From an optimization exercise on the open Yosys and OpenROAD flow, aimed at small area, a short achievable clock period and few clock cycles; shortcuts taken in it are not production practice.
Only simulation tests tie the RTL to the original design; equivalence was not proved.
Power figures rest on the tool's default switching activity, not on a simulated workload.

== run 1 ==
## jfp_csum
module jfp_csum (
    input             clk,
    input             rst,
    input             bus_valid,
    input             bus_we,
    input      [7:0]  bus_addr,
    input      [3:0]  bus_be,
    input      [31:0] bus_wdata,
    output            bus_ready,
    output reg [31:0] bus_rdata
);
    localparam [2:0] EC_OK    = 3'd0;    
    localparam [2:0] EC_ILL   = 3'd1;    
    localparam [2:0] EC_BND   = 3'd2;    
    localparam [2:0] EC_SHORT = 3'd3;    
    localparam [2:0] EC_ULEN  = 3'd4;    
    localparam [2:0] EC_LMIS  = 3'd5;    
    localparam [2:0] EC_ADDR  = 3'd6;    
    function [22:0] ks22;
        input [21:0] a, b;
        input        cin;
        reg   [21:0] g, p, p0;
        integer      i, d;
        begin
            g = a & b;
            p = a ^ b;
            p0 = p;
            for (d = 1; d < 22; d = d * 2)
                for (i = 21; i >= d; i = i - 1) begin
                    g[i] = g[i] | (p[i] & g[i - d]);
                    p[i] = p[i] & p[i - d];
                end
            ks22[0] = p0[0] ^ cin;
            for (i = 1; i < 22; i = i + 1)
                ks22[i] = p0[i] ^ (g[i - 1] | (p[i - 1] & cin));
            ks22[22] = g[21] | (p[21] & cin);
        end
    endfunction
    function [15:0] eac16;
        input [15:0] a, b;
        reg   [15:0] g, p, p0;
        reg          co;
        integer      i, d;
        begin
            g = a & b;
            p = a ^ b;
            p0 = p;
            for (d = 1; d < 16; d = d * 2)
                for (i = 15; i >= d; i = i - 1) begin
                    g[i] = g[i] | (p[i] & g[i - d]);
                    p[i] = p[i] & p[i - d];
                end
            co = g[15];
            eac16[0] = p0[0] ^ co;
            for (i = 1; i < 16; i = i + 1)
                eac16[i] = p0[i] ^ (g[i - 1] | (p[i - 1] & co));
        end
    endfunction
    function [31:0] ecsa;
        input [15:0] x, y, z;
        reg   [15:0] c;
        begin
            c = (x & y) | (x & z) | (y & z);
            ecsa = {c[14:0], c[15], x ^ y ^ z};
        end
    endfunction
    function [43:0] csa;
        input [21:0] x, y, z;
        csa = {(((x & y) | (x & z) | (y & z)) << 1), (x ^ y ^ z)};
    endfunction
    reg [7:0]   fm [0:63];
    reg [31:0]  cmd_r;
  ...
Settings: LEC_CHECK=0, CAP_MARGIN=20, CORE_MARGIN=2, CORE_UTILIZATION=35, CTS_BUF_LIST=sky130_fd_sc_hd__clkbuf_8, CTS_CLUSTER_SIZE=30, PLACE_DENSITY=0.5, SETUP_SLACK_MARGIN=4.0, SLEW_MARGIN=20; clock period 10.0 ns.
run.sh (not shown) runs the stock make flow with config.mk's settings and CLKGATE_MAP_FILE= SYNTH_SCRIPT=/design/flow/synth_recipe.tcl, a recipe that flattens the netlist after the stock synthesis.
Testbench counts of run 1, summed over its fixed seeds: cycles 11,786.
What run 2 does differently from run 1 at the input level:
Settings: SETUP_SLACK_MARGIN: 4.0 -> 3.0.
[summary]
First-iteration DRC count went down by a few percent going from run 1 to run 2. Reported for run 2 and run 1, TritonCTS sink count turned out identical to the last digit. When run 2 is set beside run 1, its total inserted antenna cells turns out to be 8 smaller. | worst slack at placement | run 2 vs run 1 | 140 ps lower |. Compared with run 1, in run 2 placed wire-length estimate saw a decrease; pin count of the biggest net entering global routing saw an increase; number of cell instances on the worst register-to-register path saw a decrease; total power divided by cell area saw an increase; area growth from synthesis to layout saw a decrease. Die area: run 2 vs run 1 identical. What run 1 reported for largest voltage drop on the vdd net has to be multiplied by 0.874 to get the figure for run 2.
> inputs changed (run 2 -> run 3)
Settings: a change of PLACE_DENSITY from 0.5 to 0.65; a change of CORE_UTILIZATION from 35 to 50.
Findings:
- Changes observed in run 3 relative to run 2: sequential power share saw an increase; standard cell area after detailed placement went down by 2.1%; average vias per placed instance moved up; relative contribution of the clock network to total power shows a reduction of 0.3 points.
- Compared run 3 against run 2; switching share of power within noise.
- pl_base[6] as the capturing element of the worst setup path was reported by run 3, and bus_rdata[2] by run 2.
- Between run 3 and run 2, it is run 3 whose maximum clock frequency is lower, by 0.0031 GHz.
- Summary: with run 2 as the reference, area of the die in run 3 moved down by more than a quarter.

port drivers added, routing unchanged:
How much do the figures lean on ideal ports? The routed layouts below were timed once more, with nothing changed but the port constraints. Step 1 assumes that a clkbuf_16 drives the clock port and a buf_2 every other input. Step 2 also shifts input and output timing later by t, the mid clock arrival at the registers, as if the neighbouring blocks saw the same clock. a / b / c = no drivers / after step 1 / after step 2; a / b = the first two.
| run | t (ns) | setup WS [ns] | hold slack, ns | worst slew at a driven data input, ns | pins driven straight from the clock port |
|---|---|---|---|---|---|
| run 1 | 1.157 | 3.317 / 3.120 / 2.970 | 0.435 / 0.435 / 0.435 | 0.21 | 1 |
| run 2 | 1.099 | 2.902 / 2.803 / 2.206 | 0.427 / 0.427 / 0.427 | 0.15 | 1 |
| run 3 | 1.047 | 2.744 / 2.684 / 2.183 | 0.442 / 0.442 / 0.442 | 0.07 | 1 |
After both steps setup and hold are still met in every run listed. For run 2, which loses most, drivers alone change the setup slack by -0.099 ns; drivers and shift together by -0.696 ns.
